This is an optimization exercise on Yosys and OpenROAD, whose aim is small area, a short achievable clock period and few clock cycles per item, not a production implementation. Where RTL was checked, it was by simulation tests only, not by an equivalence proof against the original. For run 1, only the layout was checked, not whether the RTL still works. Power figures rest on the tool's default switching activity, not on a simulated workload.

==> design.v <==
module lora_rx_decoder (
    input  wire        clk,
    input  wire        rst,           
    input  wire        start,
    input  wire [3:0]  cfg_sf,        
    input  wire [3:0]  cfg_ppm,       
    input  wire [2:0]  cfg_rdd,       
    input  wire        cfg_explicit,  
    input  wire        sym_valid,
    output wire        sym_ready,
    input  wire [15:0] sym_data,
    output wire        out_valid,
    input  wire        out_ready,
    output wire [7:0]  out_data
);
    reg  [3:0]  sh;                   
    reg  [3:0]  sf;                   
    reg  [3:0]  pm1;                  
    reg  [2:0]  rdd;
    reg         expl;
    reg         in_v;
    reg  [11:0] in_u;                 
    reg  [11:0] sb [0:7];
    reg  [2:0]  m;                    
    reg  [2:0]  r;                    
    reg         ld_hdr;               
    reg         sb_full;
    reg         first_x;              
    reg  [11:0] cb [0:7];
    reg  [3:0]  j;                    
    reg         cw_v;
    reg         cw_hdr;
    reg         q_v;
    reg  [7:0]  q_cw;
    reg  [3:0]  q_key;
    reg         q_hdr;
    reg         ov;
    reg  [5:0]  od;
    reg  [7:0]  s;
    reg         widx;
    wire [3:0] ppm_eff = (cfg_ppm == 4'd0) ? cfg_sf : cfg_ppm;
    wire a_free  = ~ov | out_ready;
    wire q_adv   = q_v & a_free;
    wire take    = cw_v & (~q_v | q_adv);
    wire cw_last = (j == pm1);
    wire xfer    = sb_full & (~cw_v | (take & cw_last));
    wire s1_go   = in_v & (~sb_full | xfer);
    wire [2:0] wl1 = ld_hdr ? 3'd7 : (3'd3 + rdd);    
    wire ld_last = (m == wl1);
    reg  rdy;
    assign sym_ready = rdy;
    wire acc = sym_valid & rdy;
    reg  [11:0] below, pa0, pa1, pa2, pa3, cy;
    integer ci;
    always @* begin
        for (ci = 0; ci < 12; ci = ci + 1)
            below[ci] = (ci + 1 < sh);
        pa0 = sym_data[11:0] | below;
        for (ci = 0; ci < 12; ci = ci + 1) begin
            pa1[ci] = (ci >= 1) ? pa0[ci] & pa0[ci-1] : pa0[ci];
        end
        for (ci = 0; ci < 12; ci = ci + 1) begin
            pa2[ci] = (ci >= 2) ? pa1[ci] & pa1[ci-2] : pa1[ci];
        end
        for (ci = 0; ci < 12; ci = ci + 1) begin
            pa3[ci] = (ci >= 4) ? pa2[ci] & pa2[ci-4] : pa2[ci];
        end
        for (ci = 0; ci < 12; ci = ci + 1) begin
            cy[ci] = (sh != 4'd0) & ~below[ci] &
                     ((ci == 0) ? 1'b1 :
                      (ci - 1 >= 8) ? pa3[ci-1] & pa3[ci-9] : pa3[ci-1]);
        end
    end
    wire [11:0] u_in = sym_data[11:0] ^ cy;
    reg  [11:0] gm;
    always @* for (ci = 0; ci < 12; ci = ci + 1) gm[ci] = (ci + 1 < sf);
    wire [11:0] G     = in_u ^ ({1'b0, in_u[11:1]} & gm);
    wire [18:0] Gx    = {G, 7'd0};
    wire [18:0] A     = (Gx >> sh) >> (~r);
    wire [11:0] B     = (G >> (sf - 4'd7)) >> (~r);
    reg  [11:0] rot;
    always @* for (ci = 0; ci < 12; ci = ci + 1) rot[ci] = (ci < r) ? B[ci] : A[ci];
    wire [7:0] cw = {cb[7][j], cb[6][j], cb[5][j], cb[4][j],
                     cb[3][j], cb[2][j], cb[1][j], cb[0][j]};
    wire use_key = ~(cw_hdr & expl & (j < 4'd5));
    wire [3:0] key = widx ? {s[0], s[1], s[2], s[3]} : {s[4], s[5], s[6], s[7]};
    wire [2:0] cur_rdd = q_hdr ? 3'd4 : rdd;
    wire b0 = q_cw[0], b1 = q_cw[1], b2 = q_cw[2], b3 = q_cw[3];
    wire b4 = q_cw[4], b5 = q_cw[5], b6 = q_cw[6], b7 = q_cw[7];
    wire p0 = b0 ^ b1 ^ b2 ^ b4;
    wire p1 = b1 ^ b2 ^ b3 ^ b5;
    wire p2 = b0 ^ b1 ^ b3 ^ b6;
    wire p3 = b0 ^ b2 ^ b3 ^ b7;
    wire [3:0] s84 = {p3, p2, p1, p0};
    wire [2:0] s74 = {p2, p1, p0};
    reg [3:0] flip;
    reg       dec_e, dec_b;
    always @* begin
        flip  = 4'd0;
        dec_e = 1'b0;
        dec_b = 1'b0;
        case (cur_rdd)
            3'd1: dec_e = b4 ^ (b0 ^ b1 ^ b2 ^ b3);
            3'd2: dec_e = (b4 ^ (b0 ^ b1 ^ b2)) | (b5 ^ (b1 ^ b2 ^ b3));
            3'd3: begin
                dec_e = (s74 != 3'd0);
                case (s74)
                    3'd5: flip = 4'h1;
                    3'd7: flip = 4'h2;
                    3'd3: flip = 4'h4;
                    3'd6: flip = 4'h8;
                    default: ;
                endcase
            end
            3'd4: begin
                dec_e = (s84 != 4'd0);
                case (s84)
                    4'hD: flip = 4'h1;
                    4'h7: flip = 4'h2;
                    4'hB: flip = 4'h4;
                    4'hE: flip = 4'h8;
                    4'h0, 4'h1, 4'h2, 4'h4, 4'h8: ;
                    default: dec_b = 1'b1;
                endcase
            end
            default: ;
        endcase
    end
    wire [3:0] dec_d = q_cw[3:0] ^ flip ^ q_key;
    assign out_valid = ov;
    assign out_data  = {2'b00, od};
    integer i;
    always @(posedge clk) begin
        if (acc) begin
            in_u  <= u_in;
        end
        if (s1_go)
            sb[m] <= rot;
        for (i = 0; i < 8; i = i + 1)
            if (xfer)
                cb[i] <= sb[i];
        if (q_adv)
            od <= {dec_b, dec_e, dec_d};
        if (take) begin
            q_cw  <= cw;
            q_key <= use_key ? key : 4'd0;
            q_hdr <= cw_hdr;
        end
    end
    wire in_v_n    = acc | (in_v & ~s1_go);
    wire sb_full_n = (s1_go & ld_last) | (sb_full & ~xfer);
    wire cw_v_n    = xfer | (cw_v & ~(take & cw_last));
    always @(posedge clk) begin
        if (rst | start)
            rdy <= ~rst;
        else
            rdy <= ~in_v_n | ~sb_full_n | ~cw_v_n;
        if (start) begin
            sh   <= (cfg_ppm == 4'd0) ? 4'd0 : cfg_sf - cfg_ppm;
            sf   <= cfg_sf;
            pm1  <= ppm_eff - 4'd1;
            rdd  <= cfg_rdd;
            expl <= cfg_explicit;
        end
        if (rst | start) begin
            in_v    <= 1'b0;
            m       <= 3'd0;
            r       <= 3'd0;
            ld_hdr  <= 1'b1;
            sb_full <= 1'b0;
            first_x <= 1'b1;
            cw_v    <= 1'b0;
            cw_hdr  <= 1'b1;
            j       <= 4'd0;
            ov      <= 1'b0;
            q_v     <= 1'b0;
            s       <= 8'hFF;
            widx    <= 1'b0;
        end else begin
            if (acc)
                in_v <= 1'b1;
            else if (s1_go)
                in_v <= 1'b0;
            if (s1_go) begin
                if (ld_last) begin
                    m      <= 3'd0;
                    r      <= 3'd0;
                    ld_hdr <= 1'b0;
                end else begin
                    m <= m + 3'd1;
                    r <= ({1'b0, r} == pm1) ? 3'd0 : r + 3'd1;
                end
            end
            if (s1_go & ld_last)
                sb_full <= 1'b1;
            else if (xfer)
                sb_full <= 1'b0;
            if (xfer) begin
                cw_v    <= 1'b1;
                cw_hdr  <= first_x;
                first_x <= 1'b0;
                j       <= 4'd0;
            end else if (take) begin
                if (cw_last)
                    cw_v <= 1'b0;
                j <= j + 4'd1;
            end
            if (a_free)
                ov <= q_adv;
            if (take)
                q_v <= 1'b1;
            else if (q_adv)
                q_v <= 1'b0;
            if (take & use_key) begin
                if (widx)
                    s <= {s[0] ^ s[2] ^ s[3] ^ s[4], s[7:1]};
                widx <= ~widx;
            end
        end
    end
endmodule
==> flow/run.sh <==
#!/bin/bash
bash standard.sh 'SETUP_SLACK_MARGIN=6.0' 'MATCH_CELL_FOOTPRINT=0' 'BUFFER_PORTS_ARGS=-buffer_cell sky130_fd_sc_hd__buf_2' 'CTS_BUF_LIST=sky130_fd_sc_hd__clkbuf_8' finish > standard.log 2>&1
==> standard.sh <==
#!/bin/bash
# synth_recipe.tcl (not shown) runs the flow's synth.tcl, then flattens the netlist and writes it again
# the make line also repeats each setting of config.mk as NAME=value (left out here)
make -C /OpenROAD-flow-scripts/flow DESIGN_CONFIG=/design/flow/config.mk WORK_HOME=/design/flow/orfs CLKGATE_MAP_FILE= SYNTH_SCRIPT=/design/flow/synth_recipe.tcl "${@:-finish}"
==> config.mk <==
export PLATFORM = sky130hd
export DESIGN_NAME = lora_rx_decoder
export DESIGN_NICKNAME = lora_rx_decoder
export VERILOG_FILES = /design/flow/design.v
export SDC_FILE = /design/flow/constraint.sdc
export NUM_CORES = 4
export LEC_CHECK = 0
export CAP_MARGIN = 20
export CORE_MARGIN = 2
export CORE_UTILIZATION = 40
export SLEW_MARGIN = 20
==> constraint.sdc <==
create_clock -name core_clock -period 9.0 [get_ports {clk}]
set_input_delay 1.8000 -clock core_clock [delete_from_list [all_inputs] [get_ports {clk}]]
set_output_delay 1.8000 -clock core_clock [all_outputs]
set_load 0.01 [all_outputs]
==> metrics.md, run 1 <==
| Metric | Value |
|---|---|
| CTS Buf Count | 43 |
| Gp weighted congestion | 0.862 |
| Worst setup EP type | register |
| Setup TNS | 0 ps |
| 1st-iter DRT viols | between 600 and 700 |
| Synthesized area | 0.0125 mm^2 |
| Critical path launch point type | register |
| Finish-stage setup viols | 0 |
| Hold-fix buffers, CTS | 0 |
| Actual slew at the worst max-slew pin | 1080 ps |
| F_max | 0.320 GHz |
| Drt pass-1 iters | 7 |
| PD cells | between 150 and 200 mW/mm^2 |
| Peak supply drop | roughly 0.000095 V |
| I/O Pins | 43 |
| Register area | 0.00774 mm^2 |
| Post-synth EDFFs | 239 |
| Die Ht | roughly 180 um |
| NumNets Final | 1099 |
| Share of cells above drive strength 1 | 30.6% |
| Pin count of the biggest net entering global routing | ~70 |
| Type of the most critical hold path | reg -> reg |
| Ant. Diodes | 0 |
| Vias/cell | approximately 5.6 |
| Slew HR | 28.0% |
| Initial Utilization | 40.7% |
| Seq/Total Area, Yosys | 61.9% |
| Cells after Synth | 947 |
| DRT antenna net count | 0 |
| Final period util | 34.7% |
| RSZ-0062 raised after global routing | true |
| Worst Path Class, Setup | reg -> reg |
| Final Hold Viols | 0 |
| Yosys cell types | 77 |
| # H-tree levels | 2 |
| Outcome | timing/DRC/antenna clean |
| Placed wire-length estimate | 17.2 mm |
| # port buffers | 36 |
| Clock insertion delay at the later pin of the skew report | 550 ps |
| Die W | 181 um |
| First-pass GRT wire length | 44.9 mm |
| Filler instances | 2626 |
| Vias in the first global route | 8251 |
| Ys async rst share | 0% |
| Ys flop type | edfxtp_1 |
| Core area | 0.0307 mm^2 |
| Setup WS post-layout | 5880 ps |
| Static Leak | 5.13 nW |
| Multi-input logic area | 0.00527 mm^2 |
| Wire per inst | between 15 and 20 um |
| Clock sink count | 267 |
| Global route total overflow | 0 |
| Antenna violations before repair | 0 |
| Worst EP arrival | 3520 ps |
| Via count | 8242 |
| Global Route Usage Sum | 17.3% |
| Fin crit period | 3120 ps |
| TritonCTS clock tree | yes |
| Max-slew violations | 0 |
| CP required | 9400 ps |
| DRC | 0 |
| Die Footprint | 0.0327 mm^2 |
| Max Fanout on Critical Path | 8 |
| Synth Register Bits | 267 |
| Yosys warns | 2 |
| Max-Cap Viols | 0 |
| Clock buffer depth | 3 |
| Area growth from synthesis to final layout | 23.5% |
| Layout Skew | 25.3 ps |
| Post-place setup slack | 4290 ps |
| Row count | 64 |
| Clock root buffer | clkbuf_8 |
| DRT Wirelength | 28.7 mm |
| Syn_area_per_cell | around 13 um^2 |
| Clock-pin slew on the worst setup and hold paths | 60 ps |
[critical path, cell delays in order (launching register included)]
cell and delay, ps:
edfxtp_1 500, buf_6 180, ha_4 190, nand3_2 140, a22oi_2 130, buf_4 160
buf_4 130, a32oi_1 320, o221ai_2 210, a2111oi_1 500, nor2_1 140, a2bb2oi_4 200
buf_12 140
[sequential cells by signal, summed over array words and instances, names as in the netlist, 3 cells and up]
name   cells
m          3
cb        96
sh         4
rdd        3
j          4
sf         4
pm1        4
sb        96
in_u      12
r          3
q_cw       8
s          8
od         6
q_key      4
[Yosys cell counts (4+ instances only)]
library cell	n	area share, %
o221ai_1	5	0.35
nor4_1	7	0.35
a211oi_1	14	0.84
a221oi_1	8	0.56
mux2i_1	21	1.7
nor3b_1	8	0.48
dfxtp_1	28	4.5
o21ai_0	22	0.88
nand4_1	5	0.25
a22oi_1	8	0.48
nand2_1	47	1.4
a32oi_1	12	0.84
xnor2_1	32	2.2
buf_4	4	0.24
a21oi_1	33	1.3
mux4_2	27	4.9
nand3_1	35	1.4
xor2_1	35	2.5
o211ai_1	9	0.54
buf_2	6	0.24
a21o_1	5	0.30
buf_1	7	0.21
or2_2	5	0.25
clkbuf_1	39	1.2
a31oi_1	6	0.30
and3_1	4	0.20
nand2b_1	11	0.55
o2111ai_1	4	0.28
or3_1	5	0.25
edfxtp_1	239	57
a311oi_1	6	0.42
nor2_1	73	2.2
inv_1	31	0.93
nor2b_1	20	1.0
and2_1	4	0.20
o31ai_1	7	0.42
a21boi_0	4	0.24
nor3_1	18	0.72
a2111oi_0	5	0.35
ha_1	15	1.5
o22ai_1	15	0.75
[cells by family (layout without fill, tap and decap cells)]
logic type / count (synthesis) / count (layout) / share of synthesized area [%]
other cells: 1 / 2 / 0.0300
compound gates: 197 / 198 / 11.5
buf+inv: 91 / 221 / 3.04
mux: 51 / 51 / 6.82
fa+ha+maj: 17 / 17 / 1.74
simple gates: 256 / 256 / 10.3
xor+xnor: 67 / 67 / 4.70
flops: 267 / 267 / 61.9
[layer usage]
metal  part of all wire (%)  wire length (um)  track usage [%]  up-vias
met3                    5.0              1430             2.80       60
met2                     50             14400             29.8      268
met5                      0                 0                0        -
met1                     43             12300             22.6     4048
met4                    2.3               668             5.23        0
li1                       -                 -                -     3866
[power by group]
| part | total (mW) | switching, mW | leakage [nW] | internal (mW) |
|---|---|---|---|---|
| sequential | 1.39 | 0.0135 | 2.41 | 1.38 |
| clock | 0.986 | 0.460 | 0.461 | 0.526 |
| combinational | 0.508 | 0.299 | 2.26 | 0.209 |
[metrics by stage]
stage	hold slack [ps]	util (%)	instance area (um^2)	std cells	total power [mW]
2_1_floorplan	400	-	12700	948	1.66
3_3_place_gp	400	43.0	13200	1331	1.76
3_5_place_dp	405	43.0	13200	1332	1.76
4_1_cts	394	49.1	15100	1461	2.86
5_1_grt	407	50.3	15400	1475	3.01
6_report	409	50.3	15400	1475	2.89
[placed cells by master, fill, tap and decap left out, types with 10 or more instances in the layout]
cell type  instances
buf_12            16
mux4_2            27
dfxtp_1           26
nand3_1           30
buf_2             36
nand2_1           44
a21oi_1           28
ha_1              13
o21ai_0           15
xor2_1            30
nor2_1            65
xnor2_1           31
clkbuf_8          49
mux2i_1           18
nor2b_1           15
edfxtp_1         239
inv_1             41
buf_4             57
o22ai_1           11
nor3_1            10
[timing repair]
| action | 4_1_cts | 5_1_grt |
|---|---|---|
| setup buffers | 53 | 13 |
| resized for setup | 91 | 44 |
| gates cloned | 2 | 1 |
| pin swaps | 28 | 20 |
| setup endpoints to repair | 305 | 173 |
[final cells by class]
class | count | share of cell area (%)
timing repair buffer | 112 | 6.21
multi-input combinational | 591 | 34.1
clock buffer | 49 | 4.37
tap | 396 | 3.21
timing repair inverter | 2 | 0.0973
clock inverter | 25 | 0.933
sequential | 267 | 50.2
inverter | 33 | 0.852
[path summary, 6_finish.rpt]
| kind | slack [ps] | endpoint | cells after the start | from |
|---|---|---|---|---|
| worst max-delay path | 5880 | sb[3][4]$_DFFE_PP_ | 12 | sf[0]$_DFFE_PP_ |
| worst min-delay path | 410 | cb[3][4]$_DFFE_PP_ | 0 | sb[3][4]$_DFFE_PP_ |
| worst max register to register | 5880 | sb[3][4]$_DFFE_PP_ | 12 | sf[0]$_DFFE_PP_ |
| worst min register to register | 410 | cb[3][4]$_DFFE_PP_ | 0 | sb[3][4]$_DFFE_PP_ |
==> inputs of run 2 (changes only) <==
--- a/design.v
+++ b/design.v
@@ -77,5 +77,6 @@
     wire [11:0] G     = in_u ^ ({1'b0, in_u[11:1]} & gm);
+    wire [4:0]  sa    = {1'b0, sh} + 5'd7 - {2'b0, r};
     wire [18:0] Gx    = {G, 7'd0};
-    wire [18:0] A     = (Gx >> sh) >> (~r);
-    wire [11:0] B     = (G >> (sf - 4'd7)) >> (~r);
+    wire [18:0] A     = Gx >> sa;
+    wire [11:0] B     = G >> (sf - {1'b0, r});
     reg  [11:0] rot;
==> run 2 against run 1 <==
- combinational power grew 24%
- non-clock buffer count shrank 17
- wire length shrank 12%
- critical path type is now in -> reg
- global-route usage shrank 1.0 points
- clock power shrank 5.1%
- sequential power grew 4%
- die area shrank 2.2%
- critical path depth shrank 4
- still clean
- cell count shrank 4.9%
- sequential share of layout area grew 3.2 points
- register-to-register slack gained 220 ps
==> metrics.md, run 2 <==
| Metric | Value |
|---|---|
| Outcome | timing/DRC/antenna clean |
| Synth Area in Adders | 2.93% (+1.2 points) |
| Count leader, synth | edfxtp_1 |
| Ant. Diodes | 0 (unchanged) |
| Clock-pin slew on the worst setup and hold paths | 60 ps (about the same) |
| Row count | 63 (-1.6%) |
| Peak supply drop | 0.0000955 V (+0.63%) |
| Synth top area cells | edfxtp_1 59%, mux4_2 5.9%, dfxtp_1 4.6% |
| Placed wire-length estimate | 15.8 mm (-8.3%) |
| F_max | 0.340 GHz (+6.3%) |
| NumNets Final | 1040 (-5.4%) |
| Type of the most critical hold path | reg -> reg |
| # H-tree levels | 2 (unchanged) |
| Placed cell areas | 0.0129 mm^2 (-2.0%) |
| Gp weighted congestion | 0.917 (+6.4%) |
| XOR/XNOR Fraction of Synth Area | 5.45% (+0.75 points) |
| Die W | 179 um (-1.1%) |
| 1st-iter DRT viols | 495 (-24%) |
| Via count | 7404 (-10%) |
| Ys flop type | edfxtp_1 |
| Final period util | 32.6% (-2.0 points) |
| Fin crit period | 2940 ps (-184 ps) |
| Critical path launch point type | input port |
| Clock root buffer | clkbuf_8 |
| Worst Path Class, Setup | in -> reg |
| DRT Wirelength | 25.4 mm (-12%) |
| Synth top cells by count | 239 x edfxtp_1, 60 x nor2_1, 58 x nand2_1 |
| Die Footprint | 0.0320 mm^2 (-2.2%) |
| Post-place setup slack | 4670 ps (+378 ps) |
| Slew HR | 38.3% (+10 points) |
| Commonest cells after routing, fill and taps aside | 239 x edfxtp_1, 57 x nor2_1, 56 x inv_1, 54 x nand2_1, 44 x buf_4 |
| Yosys warns | 2 (unchanged) |
| First-pass GRT wire length | 40.0 mm (-11%) |
| Max-Cap Viols | 0 (unchanged) |
| Cells after Synth | 884 (-6.7%) |
| CTS Buf Count | 43 (unchanged) |
| Max-slew violations | 0 (unchanged) |
| Main combinational cell family by area after synthesis | compound AO/OA/AOI/OAI gates |
| Vias in the first global route | 7386 (-10%) |
| Ys async rst share | 0% (unchanged) |
| Post-layout util | 48.6% (-1.7 points) |
| Global route total overflow | 0 (unchanged) |
| Synth top area share | 58.8% (+1.3 points) |
| TritonCTS clock tree | yes |
| Initial Utilization | 40.9% (+0.16 points) |
| Commonest non-fill, non-tap cell in the layout | edfxtp_1 |
| Clock buffer depth | 3 (unchanged) |
| Area growth from synthesis to final layout | 18.9% |
| Synthesized area | 0.0122 mm^2 (-2.2%) |
| Final Hold Viols | 0 (unchanged) |
| Pin count of the biggest net entering global routing | 69 (unchanged) |
| Synth Register Bits | 267 (unchanged) |
| # port buffers | 36 (unchanged) |
| Setup TNS | 0 ps (unchanged) |
| Die Ht | 179 um (-1.1%) |
| PD cells | 208 mW/mm^2 (+11%) |
| Synth Area in Simple Gates | 7.94% (-2.3 points) |
| Antenna violations before repair | 0 (unchanged) |
| CP required | 9240 ps (-160 ps) |
| Actual slew at the worst max-slew pin | 924 ps (-155 ps) |
| Seq/Total Area, Yosys | 63.3% (+1.4 points) |
| Final Total Pwr | 3.02 mW (+4.4%) |
| DRC | 0 (unchanged) |
| Finished Cell Area | 0.0145 mm^2 (-5.8%) |
| Share of cells above drive strength 1 | 24.2% (-6.4 points) |
| Core area | 0.0299 mm^2 (-2.6%) |
| Max Fanout on Critical Path | 8 (unchanged) |
| Top Registers | cb (96), sb (96), in_u (12) |
| Drt pass-1 iters | 5 (-2) |
| Mux contribution to synthesized area | 8.66% (+1.8 points) |
| Layout Skew | 28.5 ps (+3.20 ps) |
| DRT antenna net count | 0 (unchanged) |
| I/O Pins | 43 (unchanged) |
| Clock insertion delay at the later pin of the skew report | 550 ps (about the same) |
| Synth area leader | edfxtp_1 |
| Static Leak | 5.00 nW (-2.6%) |
| Post-synth EDFFs | 239 (unchanged) |
| Syn_area_per_cell | 13.8 um^2 (+4.8%) |
| Vias/cell | 5.28 (-5.6%) |
| Worst EP arrival | 3180 ps (-340 ps) |
| Global Route Usage Sum | 16.3% (-1.0 points) |
| Setup WS post-layout | 6060 ps (+184 ps) |
| Compound-cell area share of the yosys netlist | 8.76% (-2.7 points) |
| RSZ-0062 raised after global routing | true |
| Wire per inst | 18.1 um (-7.2%) |
| Finish-stage setup viols | 0 (unchanged) |
| Worst setup EP type | register |
| Yosys cell types | 72 (-6.5%) |
| Clock sink count | 267 (unchanged) |
## run 2: cell families (layout without fill, tap and decap cells)
group,count (synthesis),after routing
compound gates,156,156
xor+xnor,76,76
fa+ha+maj,27,27
buf+inv,88,216
flops,267,267
mux,65,65
other cells,1,2
simple gates,204,204
## run 2: stage by stage
stage                     hold WS (ps)  std cells
after floorplan                    400        885
after global placement             400       1274
after detailed placement           405       1274
after CTS                          381       1386
after global routing               386       1403
final                              392       1403
## run 2: final cells by class
class                   instances  area (um^2)
clock buffers                  43          592
clock inverters                34          189
fillers                      2598        15300
inverters                      43          169
multi-input cells             530         4540
flip-flops and latches        267         7750
well taps                     390          488
repair buffers                 95          791
repair inverters                1         7.51
## run 2: path summary, 6_finish.rpt
check / to / depth (start not counted) / start / slack [ps]
max reg2reg: sb[4][1]$_DFFE_PP_ / 11 / r[2]$_SDFFE_PP0P_ / 6100
min: cb[0][1]$_DFFE_PP_ / 0 / sb[0][1]$_DFFE_PP_ / 390
max: sb[4][11]$_DFFE_PP_ / 8 / out_ready / 6060
min reg2reg: cb[0][1]$_DFFE_PP_ / 0 / sb[0][1]$_DFFE_PP_ / 390
## run 2: power breakdown
group | switching (mW) | internal (mW) | leakage, nW
clock network | 0.457 | 0.479 | 0.451
logic | 0.377 | 0.255 | 2.14
registers | 0.0167 | 1.43 | 2.41
total | 0.850 | 2.17 | 5.00
## run 2: timing repair
item / CTS / global route
pin swaps: 16 / 9
gates resized for setup: 38 / 26
hold buffers: 0 / 0
cloned: 1 / 1
endpoints found under the setup margin: 292 / 168
setup buffers: 34 / 16
endpoints found under the hold margin: 0 / 0
## run 2: critical path, cell delays in order
cell	delay, ps
buf_6	70
nand3b_1	110
nand4_1	110
o211ai_1	170
buf_4	190
nand2_8	90
nor4b_4	440
buf_6	200
## run 2: metal layers
layer	vias up	track usage, %	part of all wire, %
met5	-	0	0
met2	192	28.0	49
li1	3536	-	-
met3	72	2.74	4.2
met1	3604	20.8	44
met4	0	6.23	3.1
Testbench counts of run 2, summed over its fixed seeds: cycles 8,128, bytes 6,173.
==> inputs of run 3 (changes only) <==
==> flow/run.sh (replaced) <==
#!/bin/bash
bash standard.sh 'SETUP_SLACK_MARGIN=6.0' 'MATCH_CELL_FOOTPRINT=0' 'BUFFER_PORTS_ARGS=-buffer_cell sky130_fd_sc_hd__buf_2' 'CTS_BUF_LIST=sky130_fd_sc_hd__clkbuf_16' 'CTS_CLUSTER_SIZE=24' 'CTS_CLUSTER_DIAMETER=80' finish > standard.log 2>&1
==> run 3 against run 2 <==
- still clean
- area after synthesis did not move
- worst hold slack improved by 16 ps
- clock skew fell by 4.4 ps
- setup slack got worse by 49 ps
- clock power fell by 18%
==> metrics.md, run 3 <==
| Metric | Value |
|---|---|
| Clock sink count | 267 (unchanged) |
| NumNets Final | 1017 (-2.2%) |
| Global Route Usage Sum | 15.8% (-0.48 points) |
| # H-tree levels | 1 (-1) |
| Synth area leader | edfxtp_1 |
| Commonest non-fill, non-tap cell in the layout | edfxtp_1 |
| Clock insertion delay at the later pin of the skew report | 490 ps (-60 ps) |
| Gp weighted congestion | 0.917 (unchanged) |
| Post-synth EDFFs | 239 (unchanged) |
| 1st-iter DRT viols | 471 (-4.8%) |
| Syn_area_per_cell | 13.8 um^2 (unchanged) |
| Outcome | timing/DRC/antenna clean |
| Hold_sp | sb[2][2]$_DFFE_PP_ |
| Die Ht | 179 um (unchanged) |
| Reg-to-Reg Start | sh[1]$_SDFFCE_PN0P_ |
| Final Hold Viols | 0 (unchanged) |
| Row count | 63 (unchanged) |
| Synth Register Bits | 267 (unchanged) |
| Hold path cells | 0 (unchanged) |
| Drt pass-1 iters | 5 (unchanged) |
| Hold-fix buffers, CTS | 0 (unchanged) |
| Global route total overflow | 0 (unchanged) |
| TritonCTS clock tree | yes |
| CP Buf/Inv Count | 3 (unchanged) |
| First-pass GRT wire length | 39.2 mm (-2.1%) |
| Critical path launch point type | input port |
| Synth top area share | 58.8% (unchanged) |
| Clock-pin slew on the worst setup and hold paths | 90 ps (+30 ps) |
| Worst path max stage delay | 280 ps (-160 ps) |
| Initial Utilization | 40.9% (unchanged) |
| Antenna violations before repair | 0 (unchanged) |
| Commonest cells after routing, fill and taps aside | 239 x edfxtp_1, 56 x nor2_1, 54 x nand2_1, 46 x buf_4, 44 x inv_1 |
| Finish-stage setup viols | 0 (unchanged) |
| Yosys cell types | 72 (unchanged) |
| Actual slew at the worst max-slew pin | 899 ps (-24.7 ps) |
| Slew HR | 40.0% (+1.6 points) |
| CTS Buf Count | 16 (-63%) |
| Max Fanout on Critical Path | 6 (-2) |
| Flop-to-flop setup slack | 6100 ps (about the same) |
| DRC | 0 (unchanged) |
| # port buffers | 36 (unchanged) |
| Vias/cell | 5.35 (+1.3%) |
| Worst EP arrival | 3200 ps (+20 ps) |
| Max-slew violations | 0 (unchanged) |
| Type of the most critical hold path | reg -> reg |
| Die Footprint | 0.0320 mm^2 (unchanged) |
| Die W | 179 um (unchanged) |
| Wire per inst | 18.3 um (+1.0%) |
| Fin crit period | 2990 ps (+48.6 ps) |
| Layout Skew | 24.1 ps (-4.39 ps) |
| Synth top area cells | edfxtp_1 59%, mux4_2 5.9%, dfxtp_1 4.6% |
| Synthesized area | 0.0122 mm^2 (unchanged) |
| Placed wire-length estimate | 15.8 mm (unchanged) |
| Ys flop type | edfxtp_1 |
| Placed insts | 1274 (unchanged) |
| Synth top cells by count | 239 x edfxtp_1, 60 x nor2_1, 58 x nand2_1 |
| Static Leak | 4.85 nW (-2.9%) |
| Setup TNS | 0 ps (unchanged) |
| Top Family by Delay on Critical Path | simple AND/OR/NAND/NOR gates |
| Clock buffer depth | 3 (unchanged) |
| R2R depth | 12 (+1) |
| CP max stage cell | nor3_4 |
| Clock root buffer | clkbuf_16 |
| CP required | 9220 ps (-20 ps) |
| Final Total Pwr | 2.87 mW (-4.9%) |
| Ant. Diodes | 0 (unchanged) |
| RSZ-0062 raised after global routing | true |
| Peak supply drop | 0.000161 V (+69%) |
| Yosys warns | 2 (unchanged) |
| Count leader, synth | edfxtp_1 |
| Share of cells above drive strength 1 | 23.4% (-0.74 points) |
| I/O Pins | 43 (unchanged) |
| Cells after Synth | 884 (unchanged) |
| Worst Hold End | cb[2][2]$_DFFE_PP_ |
| Top Registers | cb (96), sb (96), in_u (12) |
| Worst Path Class, Setup | in -> reg |
| Ys async rst share | 0% (unchanged) |
| Final period util | 33.2% (+0.54 points) |
| Core area | 0.0299 mm^2 (unchanged) |
| Cell-by-cell trace of the critical path | buf_6 > nand3b_1 > nand4_1 > o211ai_1 > buf_4 > and2_4 > nand2_8 > nor3_4 > clkbuf_16 |
| Seq/Total Area, Yosys | 63.3% (unchanged) |
| Worst setup EP type | register |
| Pin count of the biggest net entering global routing | 69 (unchanged) |
| DRT Wirelength | 24.7 mm (-2.5%) |
| DRT antenna net count | 0 (unchanged) |
| Via count | 7240 (-2.2%) |
| PD cells | 200 mW/mm^2 (-3.8%) |
| RR Endpoint | sb[6][1]$_DFFE_PP_ |
| Area growth from synthesis to final layout | 17.5% |
| Final non-filler cell total | 1354 (-3.5%) |
| Vias in the first global route | 7100 (-3.9%) |
| Max-Cap Viols | 0 (unchanged) |
| F_max | 0.335 GHz (-1.6%) |
==> run 3: kinds of logic after synthesis <==
kind of cell	Yosys count	share of synthesized area [%]
AOI/OAI and AO/OA	156	8.76
xor gates and xnor gates	76	5.45
adders and majority gates	27	2.93
buffers and inverters	88	2.90
DFF	267	63.3
muxes	65	8.66
other	1	0.0307
and+or+nand+nor	204	7.94
==> run 3: worst max path at each step <==
| stage | to | from | cells past startpoint | slack (ps) |
|---|---|---|---|---|
| 4_1_cts | sb[4][3]$_DFFE_PP_ | r[2]$_SDFFE_PP0P_ | 11 | 6000 |
| 2_1_floorplan | cb[0][0]$_DFFE_PP_ | out_ready | 5 | 4810 |
| 5_1_grt | sb[1][10]$_DFFE_PP_ | out_ready | 9 | 5910 |
| 6_report | sb[1][11]$_DFFE_PP_ | out_ready | 9 | 6010 |
| 3_3_place_gp | sb[5][1]$_DFFE_PP_ | r[1]$_SDFFE_PP0P_ | 11 | 4610 |
| 3_5_place_dp | sb[5][1]$_DFFE_PP_ | r[1]$_SDFFE_PP0P_ | 11 | 4670 |
==> run 3: per-stage QoR <==
step | utilization, % | area, um^2 | worst slack (ps) | hold slack [ps]
floorplan | - | 12400 | 4810 | 400
global placement | 43.3 | 12900 | 4610 | 400
detailed placement | 43.3 | 12900 | 4670 | 405
CTS | 47.0 | 14100 | 6000 | 408
global route | 48.1 | 14400 | 5910 | 422
finish | 48.1 | 14400 | 6010 | 408
==> run 3: cell type report <==
| cell class | instances | area [um^2] |
|---|---|---|
| inverter | 43 | 169 |
| multi-input combinational | 530 | 4580 |
| clock inverter | 7 | 85.1 |
| timing repair inverter | 1 | 7.51 |
| sequential | 267 | 7750 |
| clock buffer | 17 | 425 |
| tap | 390 | 488 |
| fill | 2557 | 15500 |
| timing repair buffer | 99 | 860 |
==> run 3: metal layers <==
metal  global-route usage, %  vias up  wire [um]
met5                       0        -          0
met4                    4.40        0        555
met3                    2.23       36       1070
met2                    27.1      160      12200
met1                    21.1     3573      10900
li1                        -     3471          -
==> run 3: repair_timing <==
item | 4_1_cts | 5_1_grt
setup buffers | 36 | 17
resized for setup | 46 | 24
gates cloned | 1 | 2
setup endpoints to repair | 294 | 205
pin swaps | 15 | 8
==> run 3: power breakdown <==
group / leakage (nW) / internal, mW / total (mW) / switching (mW)
logic: 2.19 / 0.264 / 0.650 / 0.385
clock network: 0.257 / 0.381 / 0.771 / 0.390
registers: 2.41 / 1.43 / 1.45 / 0.0174
total: 4.85 / 2.07 / 2.87 / 0.793
==> inputs of run 4 (changes only) <==
==> flow/run.sh (replaced) <==
#!/bin/bash
bash standard.sh 'SETUP_SLACK_MARGIN=6.0' 'MATCH_CELL_FOOTPRINT=0' 'BUFFER_PORTS_ARGS=-buffer_cell sky130_fd_sc_hd__buf_2' 'CTS_BUF_LIST=sky130_fd_sc_hd__clkbuf_8' 'CTS_CLUSTER_SIZE=16' 'CTS_CLUSTER_DIAMETER=60' finish > standard.log 2>&1
==> run 4 against run 3 <==
- via count is 0.28% higher
- setup slack better by 59 ps
- largest cell class unchanged
- register-to-register slack hardly changed
- sequential share of layout area is 0.82 points higher
- non-clock buffer count is 7 lower
- critical path type unchanged
- largest power group unchanged
- worst hold slack worse by 4.5 ps
- die area stayed put
==> metrics.md, run 4 <==
| Metric | Value |
|---|---|
| Yosys cell types | 72 (unchanged) |
| Clock buffer depth | 3 (unchanged) |
| Placed cell areas | 0.0129 mm^2 (unchanged) |
| Ant. Diodes | 0 (unchanged) |
| Actual slew at the worst max-slew pin | 904 ps (+5.02 ps) |
| Slew HR | 39.6% (-0.34 points) |
| Top Usage Layer GRT | met2 |
| Worst path max stage delay | 310 ps (+30 ps) |
| # H-tree levels | 1 (unchanged) |
| Finished Cell Area | 0.0141 mm^2 (-1.5%) |
| Clock sink count | 267 (unchanged) |
| Type of the most critical hold path | reg -> reg |
| Count leader, synth | edfxtp_1 |
| Die Footprint | 0.0320 mm^2 (unchanged) |
| Sw Share | 28.9% (+1.3 points) |
| Gp weighted congestion | 0.917 (unchanged) |
| Layout Skew | 38.6 ps (+14.5 ps) |
| Wire per inst | 18.2 um (-0.17%) |
| Met3 Use GR | 2.31% (+0.085 points) |
| GR Util met1 | 21.1% (-0.028 points) |
| First-pass GRT wire length | 39.5 mm (+0.86%) |
| Final Hold Viols | 0 (unchanged) |
| Critical path launch point type | input port |
| CP required | 9270 ps (+50 ps) |
| TritonCTS clock tree | yes |
| Reg-to-Reg Start | sh[1]$_SDFFCE_PN0P_ |
| NumNets Final | 1017 (unchanged) |
| Cells after Synth | 884 (unchanged) |
| R2R depth | 11 (-1) |
| Hold path cells | 0 (unchanged) |
| Final period util | 32.5% (-0.66 points) |
| CP Buf/Inv Count | 4 (+1) |
| DRT Wirelength | 24.9 mm (+0.57%) |
| CTS Buf Count | 23 (+7) |
| Comb pwr share | 22.6% (about the same) |
| Synth top cells by count | 239 x edfxtp_1, 60 x nor2_1, 58 x nand2_1 |
| Synth top area cells | edfxtp_1 59%, mux4_2 5.9%, dfxtp_1 4.6% |
| Yosys warns | 2 (unchanged) |
| Sequential share of power | 52.2% (+1.8 points) |
| Global route total overflow | 0 (unchanged) |
| Commonest non-fill, non-tap cell in the layout | edfxtp_1 |
| Final Total Pwr | 2.77 mW (-3.4%) |
| Hold_sp | sb[2][9]$_DFFE_PP_ |
| DRT antenna net count | 0 (unchanged) |
| Fin crit period | 2930 ps (-59.0 ps) |
| Internal | 1.97 mW (-5.1%) |
| I/O Pins | 43 (unchanged) |
| Via count | 7260 (+0.28%) |
| Vias in the first global route | 7174 (+1.0%) |
| Clk pwr share | 25.2% (-1.7 points) |
| Global Route Usage Sum | 16.0% (+0.18 points) |
| Worst Path Class, Setup | in -> reg |
| F_max | 0.342 GHz (+2.0%) |
| Flop-to-flop setup slack | 6100 ps (about the same) |
| RR Endpoint | sb[4][3]$_DFFE_PP_ |
| Crit-path most repeated cell | buf_4 |
| Pin count of the biggest net entering global routing | 69 (unchanged) |
| Cell-by-cell trace of the critical path | buf_6 > nand3b_1 > nand4_1 > o211ai_1 > buf_4 > nand2_8 > buf_4 > nor4b_4 > buf_12 |
| Ys async rst share | 0% (unchanged) |
| Drt pass-1 iters | 4 (-1) |
| Grt met2 use | 27.4% (+0.26 points) |
| Sw Pwr | 0.801 mW (+1.0%) |
| PD cells | 196 mW/mm^2 (-1.9%) |
| Synth Register Bits | 267 (unchanged) |
| Max Fanout on Critical Path | 12 (+6) |
| Outcome | timing/DRC/antenna clean |
| Antenna violations before repair | 0 (unchanged) |
| Post-synth EDFFs | 239 (unchanged) |
| RSZ-0062 raised after global routing | true |
| Die W | 179 um (unchanged) |
| Commonest cells after routing, fill and taps aside | 239 x edfxtp_1, 57 x nor2_1, 54 x nand2_1, 50 x inv_1, 42 x buf_4 |
| Top Registers | cb (96), sb (96), in_u (12) |
| Die Ht | 179 um (unchanged) |
| DRC | 0 (unchanged) |
| Clock-pin slew on the worst setup and hold paths | 90 ps (about the same) |
| Synth top area share | 58.8% (unchanged) |
| Vias/cell | 5.32 (-0.46%) |
| Synthesized area | 0.0122 mm^2 (unchanged) |
| Finish-stage setup viols | 0 (unchanged) |
| Peak supply drop | 0.000122 V (-24%) |
| Top Family by Delay on Critical Path | buffers and inverters |
| Worst setup EP type | register |
| Setup TNS | 0 ps (unchanged) |
| Share of cells above drive strength 1 | 23.0% (-0.45 points) |
| Syn_area_per_cell | 13.8 um^2 (unchanged) |
| Row count | 63 (unchanged) |
| CP max stage cell | nor4b_4 |
| Clock insertion delay at the later pin of the skew report | 580 ps (+90 ps) |
| Seq/Total Area, Yosys | 63.3% (unchanged) |
| Worst Hold End | cb[2][9]$_DFFE_PP_ |
| Static Leak | 4.80 nW (-1.2%) |
| 1st-iter DRT viols | 466 (-1.1%) |
| Placed wire-length estimate | 15.8 mm (unchanged) |
| Core area | 0.0299 mm^2 (unchanged) |
| Worst EP arrival | 3200 ps (about the same) |
| # port buffers | 36 (unchanged) |
| Clock root buffer | clkbuf_8 |
| Synth area leader | edfxtp_1 |
| Max-Cap Viols | 0 (unchanged) |
| Max-slew violations | 0 (unchanged) |
| Ys flop type | edfxtp_1 |
| Initial Utilization | 40.9% (unchanged) |
| Area growth from synthesis to final layout | 15.8% |
run 4: cell counts after synthesis:
No cell type changed its count.
run 4: final cells by class:
class	count	area [um^2]
clock buffer	24	330
clock inverter	17	138
fill	2600	15700
inverter	43	165
multi-input combinational	530	4520
sequential	267	7750
tap	390	488
timing repair buffer	92	749
timing repair inverter	1	7.51
run 4: worst max-delay path by stage:
stage	startpoint	end	slack, ps	cells after the start
2_1_floorplan	out_ready	cb[0][0]$_DFFE_PP_	4810	5
6_report	out_ready	sb[2][2]$_DFFE_PP_	6070	9
5_1_grt	r[2]$_SDFFE_PP0P_	sb[4][3]$_DFFE_PP_	5970	11
3_3_place_gp	r[1]$_SDFFE_PP0P_	sb[5][1]$_DFFE_PP_	4610	11
3_5_place_dp	r[1]$_SDFFE_PP0P_	sb[5][1]$_DFFE_PP_	4670	11
4_1_cts	out_ready	cb[4][2]$_DFFE_PP_	5940	6
run 4: per-stage QoR:
step	utilization [%]	hold slack, ps	worst slack (ps)	cells
2_1_floorplan	-	400	4810	885
3_5_place_dp	43.3	405	4670	1274
6_report	47.3	404	6070	1364
4_1_cts	46.5	393	5940	1347
3_3_place_gp	43.3	400	4610	1274
5_1_grt	47.3	410	5970	1364
run 4: cells by family (layout without fill, tap and decap cells):
family | count (synthesis) | count (layout) | synth area share (%)
xor gates and xnor gates | 76 | 76 | 5.45
DFF | 267 | 267 | 63.3
muxes | 65 | 65 | 8.66
other | 1 | 2 | 0.0307
adders and majority gates | 27 | 27 | 2.93
buffers and inverters | 88 | 177 | 2.90
and+or+nand+nor | 204 | 204 | 7.94
AOI/OAI and AO/OA | 156 | 156 | 8.76
run 4: repair_timing:
item	in CTS	in global routing
buffers inserted	31	16
hold buffers	0	0
gates resized for setup	36	23
cloned	1	1
pin swaps	13	9
setup endpoints to repair	262	191
run 4: power groups by stage:
stage          Clock [mW]  Sequential, mW  Combinational [mW]
3_3_place_gp            0            1.49               0.467
6_report            0.697            1.44               0.627
5_1_grt             0.768            1.45               0.677
2_1_floorplan           0            1.47               0.320
4_1_cts             0.726            1.45               0.572
3_5_place_dp            0            1.49               0.470
run 4: per-layer routing:
metal / wire length (um) / part of all wire, %
met5: 0 / 0
met4: 724 / 2.9
met3: 822 / 3.3
met2: 12100 / 49
met1: 11200 / 45
==> inputs of run 5 (changes only) <==
==> flow/run.sh (replaced) <==
#!/bin/bash
bash standard.sh 'SETUP_SLACK_MARGIN=6.0' 'MATCH_CELL_FOOTPRINT=0' 'BUFFER_PORTS_ARGS=-buffer_cell sky130_fd_sc_hd__buf_2' 'CTS_BUF_LIST=sky130_fd_sc_hd__clkbuf_8' 'CTS_CLUSTER_SIZE=20' 'CTS_CLUSTER_DIAMETER=70' finish > standard.log 2>&1
==> run 5 against run 4 <==
- combinational power is 3% lower
- global-route usage is 0.14 points lower
- sequential cell count stayed put
- worst hold slack better by 1.5 ps
- wire length is 0.34% lower
- cell count is 0.73% lower
- clock power is 12% lower
- cell area is 1.0% lower
- sequential power hardly changed
- synthesized cell count stayed put
- count of clock-buffer cells in the layout is 5 lower
- register-to-register slack hardly changed
- highest routed layer unchanged
==> metrics.md, run 5 <==
| Metric | Value |
|---|---|
| Static Leak | 4.73 nW (-1.4%) |
| TritonCTS clock tree | yes |
| I/O Pins | 43 (unchanged) |
| Critical path launch point type | input port |
| Final period util | 32.5% (about the same) |
| Commonest cells after routing, fill and taps aside | 239 x edfxtp_1, 57 x nor2_1, 55 x nand2_1, 51 x inv_1, 41 x buf_4 |
| Ys flop type | edfxtp_1 |
| Clock sink count | 267 (unchanged) |
| Finish-stage setup viols | 0 (unchanged) |
| Post-place setup slack | 4670 ps (unchanged) |
| Via count | 7193 (-0.92%) |
| Yosys cell types | 72 (unchanged) |
| Vias/cell | 5.31 (-0.19%) |
| Clock buffer depth | 3 (unchanged) |
| Worst Path Class, Setup | in -> reg |
| Synth top area cells | edfxtp_1 59%, mux4_2 5.9%, dfxtp_1 4.6% |
| Max-slew violations | 0 (unchanged) |
| Synth top area share | 58.8% (unchanged) |
| Clock root buffer | clkbuf_8 |
| Placed wire-length estimate | 15.8 mm (unchanged) |
| Clock insertion delay at the later pin of the skew report | 550 ps (-30 ps) |
| Initial Utilization | 40.9% (unchanged) |
| Synth area leader | edfxtp_1 |
| Max-Cap Viols | 0 (unchanged) |
| Setup TNS | 0 ps (unchanged) |
| Ant. Diodes | 0 (unchanged) |
| Syn_area_per_cell | 13.8 um^2 (unchanged) |
| Share of cells above drive strength 1 | 22.0% (-1.0 points) |
| Area growth from synthesis to final layout | 14.6% |
| Wire per inst | 18.3 um (+0.39%) |
| DRT antenna net count | 0 (unchanged) |
| Clock-pin slew on the worst setup and hold paths | 120 ps (+30 ps) |
| Ys async rst share | 0% (unchanged) |
| Core area | 0.0299 mm^2 (unchanged) |
| Seq/Total Area, Yosys | 63.3% (unchanged) |
| Synthesized area | 0.0122 mm^2 (unchanged) |
| Post-synth EDFFs | 239 (unchanged) |
| Die Ht | 179 um (unchanged) |
| NumNets Final | 1010 (-0.69%) |
| 1st-iter DRT viols | 613 (+32%) |
| CTS Buf Count | 19 (-17%) |
| Hold-fix buffers, CTS | 0 (unchanged) |
| CP required | 9280 ps (about the same) |
| Outcome | timing/DRC/antenna clean |
| Row count | 63 (unchanged) |
| Worst setup EP type | register |
| Layout Skew | 27.1 ps (-11.4 ps) |
| Global route total overflow | 0 (unchanged) |
| Top Registers | cb (96), sb (96), in_u (12) |
| Final Hold Viols | 0 (unchanged) |
| Type of the most critical hold path | reg -> reg |
| Synth Register Bits | 267 (unchanged) |
| DRT Wirelength | 24.8 mm (-0.34%) |
| PD cells | 190 mW/mm^2 (-2.7%) |
| Slew HR | 39.7% (about the same) |
| Antenna violations before repair | 0 (unchanged) |
| F_max | 0.342 GHz (about the same) |
| # port buffers | 36 (unchanged) |
| Synth top cells by count | 239 x edfxtp_1, 60 x nor2_1, 58 x nand2_1 |
| Drt pass-1 iters | 5 (+1) |
| First-pass GRT wire length | 39.2 mm (-0.66%) |
| Peak supply drop | 0.000141 V (+16%) |
| DRC | 0 (unchanged) |
| # H-tree levels | 1 (unchanged) |
| Fin crit period | 2930 ps (-2.19 ps) |
| Count leader, synth | edfxtp_1 |
| RSZ-0062 raised after global routing | false |
| Post-layout util | 46.9% (-0.48 points) |
| Final Total Pwr | 2.67 mW (-3.7%) |
| Gp weighted congestion | 0.917 (unchanged) |
| Commonest non-fill, non-tap cell in the layout | edfxtp_1 |
| Vias in the first global route | 7160 (-0.20%) |
| Yosys warns | 2 (unchanged) |
| Cells after Synth | 884 (unchanged) |
| Worst EP arrival | 3210 ps (about the same) |
| Actual slew at the worst max-slew pin | 904 ps (-0.519 ps) |
| Pin count of the biggest net entering global routing | 69 (unchanged) |
| Die Footprint | 0.0320 mm^2 (unchanged) |
| Die W | 179 um (unchanged) |
| Max Fanout on Critical Path | 12 (unchanged) |
| Setup WS post-layout | 6070 ps (+2.19 ps) |
| Global Route Usage Sum | 15.9% (-0.14 points) |
run 5: layout make-up:
class                   instances  area (um^2)
clock inverters                15          103
fillers                      2611        15900
repair inverters                1         7.51
well taps                     390          488
flip-flops and latches        267         7750
clock buffers                  19          262
repair buffers                 89          717
inverters                      43          165
multi-input cells             530         4510
run 5: worst paths after layout:
path,from,to,slack [ps],depth (start not counted)
setup reg to reg,sh[1]$_SDFFCE_PN0P_,sb[7][6]$_DFFE_PP_,6090,10
setup / recovery,out_ready,sb[3][6]$_DFFE_PP_,6070,9
hold reg to reg,sb[2][2]$_DFFE_PP_,cb[2][2]$_DFFE_PP_,410,0
hold / removal,sb[2][2]$_DFFE_PP_,cb[2][2]$_DFFE_PP_,410,0
run 5: metrics by stage:
stage / hold slack, ps / cells / area, um^2
6_report: 405 / 1354 / 14000
5_1_grt: 422 / 1354 / 14000
4_1_cts: 403 / 1343 / 13800
3_5_place_dp: 405 / 1274 / 12900
3_3_place_gp: 400 / 1274 / 12900
2_1_floorplan: 400 / 885 / 12400
run 5: timing repair:
action,4_1_cts,5_1_grt
endpoints found under the setup margin,284,159
setup buffers,34,10
gates resized for setup,37,23
pin swaps,15,7
cloned,1,1
run 5: where the power goes:
group	switching, mW	internal [mW]	total [mW]	leakage [nW]
Combinational	0.373	0.238	0.611	2.10
Sequential	0.0168	1.43	1.44	2.41
Clock	0.396	0.215	0.611	0.214
run 5: cells by family after synthesis:
group | Yosys count | share of synthesized area [%]
multiplexers | 65 | 8.66
AND/OR/NAND/NOR | 204 | 7.94
flip-flops | 267 | 63.3
AO/OA/AOI/OAI | 156 | 8.76
adder cells (fa/ha/maj) | 27 | 2.93
XOR/XNOR | 76 | 5.45
other | 1 | 0.0307
buffers and inverters | 88 | 2.90
run 5: routing by layer:
metal / wire (um) / part of all wire, % / up-vias / track usage [%]
li1: - / - / 3452 / -
met3: 916 / 3.7 / 45 / 2.23
met4: 609 / 2.5 / 0 / 4.54
met1: 11000 / 44 / 3544 / 20.8
met5: 0 / 0 / - / 0
met2: 12300 / 49 / 152 / 27.6
run 5: worst max-delay path: stages:
cell and delay, ps:
buf_6 70, nand3b_1 110, nand4_1 110, o211ai_1 170, buf_4 190, and2_4 210, nand2_8 90, nor3b_4 270
buf_12 170
==> inputs of run 6 (changes only) <==
==> flow/run.sh (replaced) <==
#!/bin/bash
bash standard.sh 'SETUP_SLACK_MARGIN=6.0' 'MATCH_CELL_FOOTPRINT=0' 'BUFFER_PORTS_ARGS=-buffer_cell sky130_fd_sc_hd__buf_2' 'CTS_BUF_LIST=sky130_fd_sc_hd__clkbuf_8' 'CTS_CLUSTER_SIZE=16' 'CTS_CLUSTER_DIAMETER=60' 'ABC_AREA=1' finish > standard.log 2>&1
==> run 6 against run 5 <==
- largest cell class unchanged
- cell count is 19% higher
- highest routed layer unchanged
- critical path type unchanged
- sequential power hardly changed
- die area is 0.15% lower
- area after synthesis is 0.15% lower
- first-iteration DRC count is 5.2% lower
- setup slack worse by 31 ps
- core utilization is 0.51 points lower
- power is 0.69% higher
==> metrics.md, run 6 <==
| Metric | Value |
|---|---|
| Outcome | timing/DRC/antenna clean |
| Hold_sp | sb[1][2]$_DFFE_PP_ |
| Cells after Synth | 1147 (+30%) |
| DRT antenna net count | 0 (unchanged) |
| Sequential share of power | 54.0% (-0.2 points) |
| Die Ht | 179 um (about the same) |
| TritonCTS clock tree | yes |
| CP required | 9280 ps (about the same) |
| Area growth from synthesis to final layout | 13.3% |
| Vias/cell | 5.07 (-4.5%) |
| Sw Pwr | 0.786 mW (about the same) |
| Row count | 63 (unchanged) |
| Initial Utilization | 40.9% (+0.045 points) |
| Synth Register Bits | 267 (unchanged) |
| PD cells | 194 mW/mm^2 (+2.1%) |
| Fin crit period | 2960 ps (+30.6 ps) |
| Ys async rst share | 0% (unchanged) |
| Clock root buffer | clkbuf_8 |
| Ys flop type | edfxtp_1 |
| Sw Share | 29.3% (-0.20 points) |
| Global Route Usage Sum | 16.8% (+0.92 points) |
| Max-slew violations | 0 (unchanged) |
| Hold path cells | 0 (unchanged) |
| Synth top cells by count | 239 x edfxtp_1, 238 x nand2_1, 113 x nor2_1 |
| Max Fanout on Critical Path | 12 (unchanged) |
| RSZ-0062 raised after global routing | false |
| Placed wire-length estimate | 17.4 mm (+10%) |
| Die Footprint | 0.0319 mm^2 (-0.15%) |
| Critical path launch point type | input port |
| Actual slew at the worst max-slew pin | 773 ps (-131 ps) |
| Seq/Total Area, Yosys | 63.4% (+0.097 points) |
| Wire per inst | 16.0 um (-12%) |
| Grt met2 use | 30.7% (+3.1 points) |
| Yosys cell types | 49 (-32%) |
| Type of the most critical hold path | reg -> reg |
| Gp weighted congestion | 0.939 (+2.3%) |
| Final period util | 32.8% (+0.34 points) |
| Vias in the first global route | 8056 (+13%) |
| Post-synth EDFFs | 239 (unchanged) |
| Yosys warns | 2 (unchanged) |
| Worst Path Class, Setup | in -> reg |
| # port buffers | 36 (unchanged) |
| Worst path max stage delay | 330 ps (+60 ps) |
| Worst EP arrival | 3240 ps (+30 ps) |
| Ant. Diodes | 0 (unchanged) |
| Antenna violations before repair | 0 (unchanged) |
| DRC | 0 (unchanged) |
| GR Util met1 | 20.6% (-0.14 points) |
| Worst setup EP type | register |
| NumNets Final | 1260 (+25%) |
| Clock insertion delay at the later pin of the skew report | 570 ps (+20 ps) |
| Count leader, synth | edfxtp_1 |
| Pin count of the biggest net entering global routing | 62 (-10%) |
| Drt pass-1 iters | 5 (unchanged) |
| Clock sink count | 267 (unchanged) |
| Final Hold Viols | 0 (unchanged) |
| Peak supply drop | 0.000102 V (-27%) |
| Layout Skew | 35.2 ps (+8.05 ps) |
| F_max | 0.338 GHz (-1.0%) |
| Core area | 0.0298 mm^2 (-0.26%) |
| 1st-iter DRT viols | 581 (-5.2%) |
| Internal | 1.90 mW (+0.97%) |
| Hold-fix buffers, CTS | 0 (unchanged) |
| CTS Buf Count | 24 (+5) |
| Finish-stage setup viols | 0 (unchanged) |
| Commonest non-fill, non-tap cell in the layout | edfxtp_1 |
| Commonest cells after routing, fill and taps aside | 239 x edfxtp_1, 233 x nand2_1, 113 x inv_1, 103 x nand3_1, 100 x nor2_1 |
| Slew HR | 48.4% (+8.7 points) |
| # H-tree levels | 1 (unchanged) |
| Met3 Use GR | 1.96% (-0.27 points) |
| R2R depth | 12 (+2) |
| Worst Hold End | cb[1][2]$_DFFE_PP_ |
| Cell-by-cell trace of the critical path | buf_2 > clkinv_8 > nand3_4 > nand2_4 > nor2_4 > a21oi_4 > nand2_2 > nand2_4 > or2_4 > nor2_4 > buf_12 |
| I/O Pins | 43 (unchanged) |
| DRT Wirelength | 25.8 mm (+4.1%) |
| Static Leak | 5.24 nW (+11%) |
| Clock-pin slew on the worst setup and hold paths | 100 ps (-20 ps) |
| Via count | 8160 (+13%) |
| Hold_ws | 415 ps (+10.3 ps) |
| Clk pwr share | 26.6% (+3.7 points) |
| Synth top area cells | edfxtp_1 59%, nand2_1 7.3%, dfxtp_1 4.6% |
| Die W | 179 um (about the same) |
| Reg-to-Reg Start | r[0]$_SDFFE_PP0P_ |
| First-pass GRT wire length | 41.7 mm (+6.3%) |
| Synth area leader | edfxtp_1 |
| Setup TNS | 0 ps (unchanged) |
| Top Registers | cb (96), sb (96), in_u (12) |
| Syn_area_per_cell | 10.6 um^2 (-23%) |
| CP max stage cell | or2_4 |
| Filler instances | 2781 (+6.5%) |
| Global route total overflow | 0 (unchanged) |
| Share of cells above drive strength 1 | 13.0% (-9.0 points) |
| Synthesized area | 0.0122 mm^2 (-0.15%) |
| Comb pwr share | 19.3% (-3.6 points) |
| Synth top area share | 58.8% (+0.090 points) |
| RR Endpoint | sb[1][2]$_DFFE_PP_ |
| Top Usage Layer GRT | met2 |
| Flop-to-flop setup slack | 6190 ps (+100 ps) |
| Max-Cap Viols | 0 (unchanged) |
| Clock buffer depth | 3 (unchanged) |
-- run 6: cell types whose count changed in the layout (fill, tap and decap cells not counted), moves of 8 or more --
cell,before,now
buf_4,41,13
inv_1,51,113
mux2i_1,28,0
mux4_2,32,0
nand2_1,55,233
nand3_1,21,103
nor2_1,57,100
nor2_4,2,13
nor2b_1,8,0
o21ai_0,23,71
o221ai_1,3,12
xnor2_1,37,15
-- run 6: worst max-delay path, delay by kind of cell --
family / cells / cell delay, ps
buffers and inverters: 3 / 350
AND/OR/NAND/NOR: 7 / 960
AO/OA/AOI/OAI: 1 / 110
-- run 6: layout make-up --
type / count / area (um^2) / area share, %
Clock buffer: 24 / 330 / 2.39
Clock inverter: 20 / 156 / 1.13
Inverter: 115 / 462 / 3.34
Multi-Input combinational cell: 734 / 4160 / 30.1
Sequential cell: 267 / 7740 / 56.1
Tap cell: 390 / 488 / 3.53
Timing Repair Buffer: 59 / 473 / 3.42
-- run 6: repair_timing --
item,4_1_cts,5_1_grt
gates resized for setup,27,11
buffers inserted,9,8
endpoints found under the setup margin,208,189
pin swaps,8,9
cloned,1,0
-- run 6: worst max-delay path by stage --
stage	end	depth (start not counted)	startpoint	slack [ps]
6_report	sb[6][8]$_DFFE_PP_	11	out_ready	6040
5_1_grt	sb[4][3]$_DFFE_PP_	12	sf[0]$_DFFE_PP_	6010
4_1_cts	cb[0][4]$_DFFE_PP_	7	out_ready	5990
3_5_place_dp	cb[4][11]$_DFFE_PP_	8	out_ready	4620
3_3_place_gp	cb[4][11]$_DFFE_PP_	8	out_ready	4670
2_1_floorplan	j[0]$_SDFFE_PP0P_	9	out_ready	4820
-- run 6: power by group through the flow --
stage / logic [mW] / clock network (mW) / registers, mW
after floorplan: 0.296 / 0 / 1.47
after global routing: 0.576 / 0.783 / 1.45
after detailed placement: 0.443 / 0 / 1.48
final: 0.519 / 0.715 / 1.45
after CTS: 0.494 / 0.739 / 1.45
after global placement: 0.440 / 0 / 1.48
-- run 6: per-layer routing --
| layer | routed length, um | vias up |
|---|---|---|
| li1 | - | 4072 |
| met1 | 11100 | 3906 |
| met2 | 13200 | 136 |
| met3 | 749 | 46 |
| met4 | 739 | 0 |
| met5 | 0 | - |
-- run 6: cell families after synthesis --
family / Yosys count / synth area share, %
flops: 267 / 63.4
other cells: 1 / 0.0307
xor+xnor: 49 / 3.98
fa+ha+maj: 26 / 2.85
compound gates: 167 / 8.19
buf+inv: 148 / 4.70
simple gates: 489 / 16.8
-- run 6: through the flow --
| step | util, % | setup slack [ps] | instance area, um^2 | total power [mW] | instances |
|---|---|---|---|---|---|
| after floorplan | - | 4820 | 12400 | 1.77 | 1148 |
| after global placement | 43.4 | 4670 | 12900 | 1.92 | 1547 |
| after detailed placement | 43.4 | 4620 | 12900 | 1.92 | 1547 |
| after CTS | 45.9 | 5990 | 13700 | 2.68 | 1601 |
| after global routing | 46.4 | 6010 | 13800 | 2.81 | 1609 |
| final | 46.4 | 6040 | 13800 | 2.68 | 1609 |
==> inputs of run 7 (changes only) <==
==> flow/run.sh (replaced) <==
#!/bin/bash
bash standard.sh 'SETUP_SLACK_MARGIN=6.2' 'MATCH_CELL_FOOTPRINT=0' 'BUFFER_PORTS_ARGS=-buffer_cell sky130_fd_sc_hd__buf_2' 'CTS_BUF_LIST=sky130_fd_sc_hd__clkbuf_8' 'CTS_CLUSTER_SIZE=16' 'CTS_CLUSTER_DIAMETER=60' 'ABC_AREA=1' finish > standard.log 2>&1
==> run 7 against run 6 <==
- still clean on timing, DRC and antenna
- cell area rose by 2.9%
- die area did not move
- clock power fell by 7.3%
- sequential cell count did not move
- cell count rose by 1.6%
- area after synthesis did not move
- setup slack improved by 76 ps
- sequential share of layout area fell by 1.5 points
- largest cell class unchanged
==> metrics.md, run 7 <==
| Metric | Value |
|---|---|
| Actual slew at the worst max-slew pin | 742 ps (-31.3 ps) |
| Count leader, synth | edfxtp_1 |
| DRT Wirelength | 26.6 mm (+3.0%) |
| WP depth | 1 (-10) |
| Placed wire-length estimate | 17.4 mm (about the same) |
| DRT antenna net count | 0 (unchanged) |
| Filler instances | 2718 (-2.3%) |
| 1st-iter DRT viols | 602 (+3.6%) |
| # port buffers | 36 (unchanged) |
| Global route total overflow | 0 (unchanged) |
| Share of cells above drive strength 1 | 17.5% (+4.6 points) |
| Row count | 63 (unchanged) |
| Synth top cells by count | 239 x edfxtp_1, 238 x nand2_1, 113 x nor2_1 |
| Wire per inst | 16.3 um (+1.4%) |
| CP required | 7200 ps (-2080 ps) |
| Top Registers | cb (96), sb (96), in_u (12) |
| Gp weighted congestion | 0.924 (-1.6%) |
| TritonCTS clock tree | yes |
| Peak supply drop | 0.0000906 V (-11%) |
| Commonest non-fill, non-tap cell in the layout | edfxtp_1 |
| Hold path cells | 0 (unchanged) |
| Syn_area_per_cell | 10.6 um^2 (unchanged) |
| Global Route Usage Sum | 17.1% (+0.31 points) |
| Clock-pin slew on the worst setup and hold paths | 90 ps (about the same) |
| Clock sink count | 267 (unchanged) |
| Register area | 0.00775 mm^2 (about the same) |
| Static Leak | 5.36 nW (+2.3%) |
| Clock buffer depth | 3 (unchanged) |
| Via count | 8305 (+1.8%) |
| Die Footprint | 0.0319 mm^2 (unchanged) |
| DRC | 0 (unchanged) |
| Post-synth EDFFs | 239 (unchanged) |
| Final Hold Viols | 0 (unchanged) |
| CTS Buf Count | 22 (-8.3%) |
| Setup TNS | 0 ps (unchanged) |
| NumNets Final | 1295 (+2.8%) |
| Worst EP arrival | 1080 ps (-2160 ps) |
| Synth area leader | edfxtp_1 |
| Multi-input logic area | 0.00430 mm^2 (+3.4%) |
| Worst path max stage delay | 380 ps (+50 ps) |
| Hold-fix buffers, CTS | 0 (unchanged) |
| Drt pass-1 iters | 5 (unchanged) |
| Antenna violations before repair | 0 (unchanged) |
| F_max | 0.347 GHz (+2.6%) |
| Commonest cells after routing, fill and taps aside | 239 x edfxtp_1, 231 x nand2_1, 100 x nor2_1, 99 x nand3_1, 98 x inv_1 |
| Final period util | 32.0% (-0.85 points) |
| Ys async rst share | 0% (unchanged) |
| Synthesized area | 0.0122 mm^2 (unchanged) |
| Synth top area share | 58.8% (unchanged) |
| Finish-stage setup viols | 0 (unchanged) |
| First-pass GRT wire length | 42.4 mm (+1.6%) |
| Max-Cap Viols | 0 (unchanged) |
| Synth Register Bits | 267 (unchanged) |
| Outcome | timing/DRC/antenna clean |
| Type of the most critical hold path | reg -> reg |
| Vias/cell | 5.08 (+0.22%) |
| Clock insertion delay at the later pin of the skew report | 560 ps (about the same) |
| Area growth from synthesis to final layout | 16.6% |
| Vias in the first global route | 8103 (+0.58%) |
| Fin crit period | 2880 ps (-76.2 ps) |
| Synth top area cells | edfxtp_1 59%, nand2_1 7.3%, dfxtp_1 4.6% |
| I/O Pins | 43 (unchanged) |
| Yosys warns | 2 (unchanged) |
| Final Total Pwr | 2.70 mW (+0.64%) |
| Top Family by Delay on Critical Path | flip-flops |
| Max-slew violations | 0 (unchanged) |
| CP Buf/Inv Count | 1 (-2) |
| RSZ-0062 raised after global routing | true |
| Worst Path Class, Setup | reg -> out |
| Clock root buffer | clkbuf_8 |
| Core area | 0.0298 mm^2 (unchanged) |
| Seq/Total Area, Yosys | 63.4% (unchanged) |
| Critical path launch point type | register |
| Pin count of the biggest net entering global routing | 61 (-1.6%) |
| Initial Utilization | 40.9% (unchanged) |
| CP max stage cell | edfxtp_1 |
| Die W | 179 um (unchanged) |
| R2R depth | 10 (-2) |
| Slew HR | 50.5% (+2.1 points) |
| PD cells | 190 mW/mm^2 (-2.2%) |
| Max Fanout on Critical Path | 1 (-11) |
| Worst setup EP type | output pin |
| Layout Skew | 32.1 ps (-3.08 ps) |
| # H-tree levels | 1 (unchanged) |
| Cells after Synth | 1147 (unchanged) |
| Ant. Diodes | 0 (unchanged) |
| Yosys cell types | 49 (unchanged) |
| Ys flop type | edfxtp_1 |
| Die Ht | 179 um (unchanged) |
| Cell-by-cell trace of the critical path | buf_2 |
run 7: cell counts after synthesis:
No cell type changed its count.
run 7: power breakdown:
group          internal (mW)  leakage (nW)  switching (mW)  total, mW
clock                  0.278         0.217           0.385      0.663
combinational          0.213          2.74           0.378      0.591
sequential              1.43          2.40          0.0152       1.45
total                   1.92          5.36           0.778       2.70
run 7: worst paths after layout:
| check | start | end | slack (ps) |
|---|---|---|---|
| hold reg to reg | sb[4][5]$_DFFE_PP_ | cb[4][5]$_DFFE_PP_ | 400 |
| setup reg to reg | r[2]$_SDFFE_PP0P_ | sb[2][3]$_DFFE_PP_ | 6240 |
| hold / removal | sb[4][5]$_DFFE_PP_ | cb[4][5]$_DFFE_PP_ | 400 |
| setup / recovery | od[4]$_DFFE_PP_ | out_data[4] | 6120 |
run 7: logic make-up (layout without fill, tap and decap cells):
logic type | Yosys count | count (layout) | synth area share, %
DFF | 267 | 267 | 63.4
AOI/OAI and AO/OA | 167 | 167 | 8.19
buffers and inverters | 148 | 242 | 4.70
xor gates and xnor gates | 49 | 49 | 3.98
and+or+nand+nor | 489 | 491 | 16.8
other | 1 | 2 | 0.0307
adders and majority gates | 26 | 26 | 2.85
run 7: area by class of cell:
| type | instances | share of cell area [%] |
|---|---|---|
| Multi-Input combinational cell | 735 | 30.3 |
| Tap cell | 390 | 3.43 |
| Sequential cell | 267 | 54.5 |
| Timing Repair Buffer | 93 | 5.49 |
| Clock buffer | 24 | 2.32 |
| Clock inverter | 8 | 0.546 |
| Inverter | 115 | 3.36 |
| Timing Repair inverter | 2 | 0.0880 |
run 7: per-stage QoR:
step	instance area [um^2]	cells	utilization [%]	setup slack (ps)	hold slack [ps]
floorplan	12400	1148	-	4820	400
global placement	13000	1547	43.5	4650	401
detailed placement	13000	1547	43.5	4620	405
CTS	13900	1611	46.7	6070	397
global route	14200	1634	47.7	6040	405
finish	14200	1634	47.7	6120	400
run 7: timing repair:
item / CTS / global route
pin swaps: 19 / 12
gates cloned: 4 / 1
setup buffers: 28 / 22
endpoints found under the setup margin: 311 / 184
resized for setup: 50 / 26
run 7: routing by layer:
metal  vias up  track usage [%]  routed length (um)
met1      3945             20.9               11300
met2       186             31.5               13600
li1       4129                -                   -
met3        45             2.00                1070
met4         0             5.15                 669
met5         -                0                   0

## port drivers added, routing unchanged
Ports are ideal in the flow. The routed layouts listed here were re-timed in OpenROAD. Step 1 sets driving cells, clkbuf_16 on the clock port and buf_2 on the other inputs (assumed; they add their load-dependent delay and slew). Step 2 adds t to the input delays and takes it off the output delays; t is the mean of the earliest and latest rising clock arrival at the registers after step 1. Input paths then give back, and output paths get back, about the clock's delay inside the block. a / b / c = no drivers / after step 1 / after step 2; a / b = the first two.
| run | t, ns | setup WS [ns] | hold WS [ns] | worst data-port slew with drivers (ns) |
|---|---|---|---|---|
| run 1 | 0.583 | 5.878 / 5.878 / 5.536 | 0.409 / 0.409 / 0.409 | 0.03 |
| run 2 | 0.585 | 6.062 / 6.068 / 5.483 | 0.392 / 0.392 / 0.392 | 0.04 |
| run 3 | 0.532 | 6.014 / 6.024 / 5.492 | 0.408 / 0.408 / 0.408 | 0.04 |
| run 4 | 0.605 | 6.073 / 6.065 / 5.472 | 0.404 / 0.404 / 0.404 | 0.04 |
| run 5 | 0.587 | 6.075 / 6.080 / 5.494 | 0.405 / 0.405 / 0.405 | 0.04 |
| run 6 | 0.603 | 6.044 / 6.054 / 5.451 | 0.415 / 0.415 / 0.415 | 0.05 |
| run 7 | 0.587 | 6.121 / 6.075 / 5.583 | 0.400 / 0.400 / 0.400 | 0.06 |
After both steps setup and hold are still met in every run listed. For run 4, which loses most, drivers alone change the setup slack by -0.008 ns; drivers and shift together by -0.601 ns.
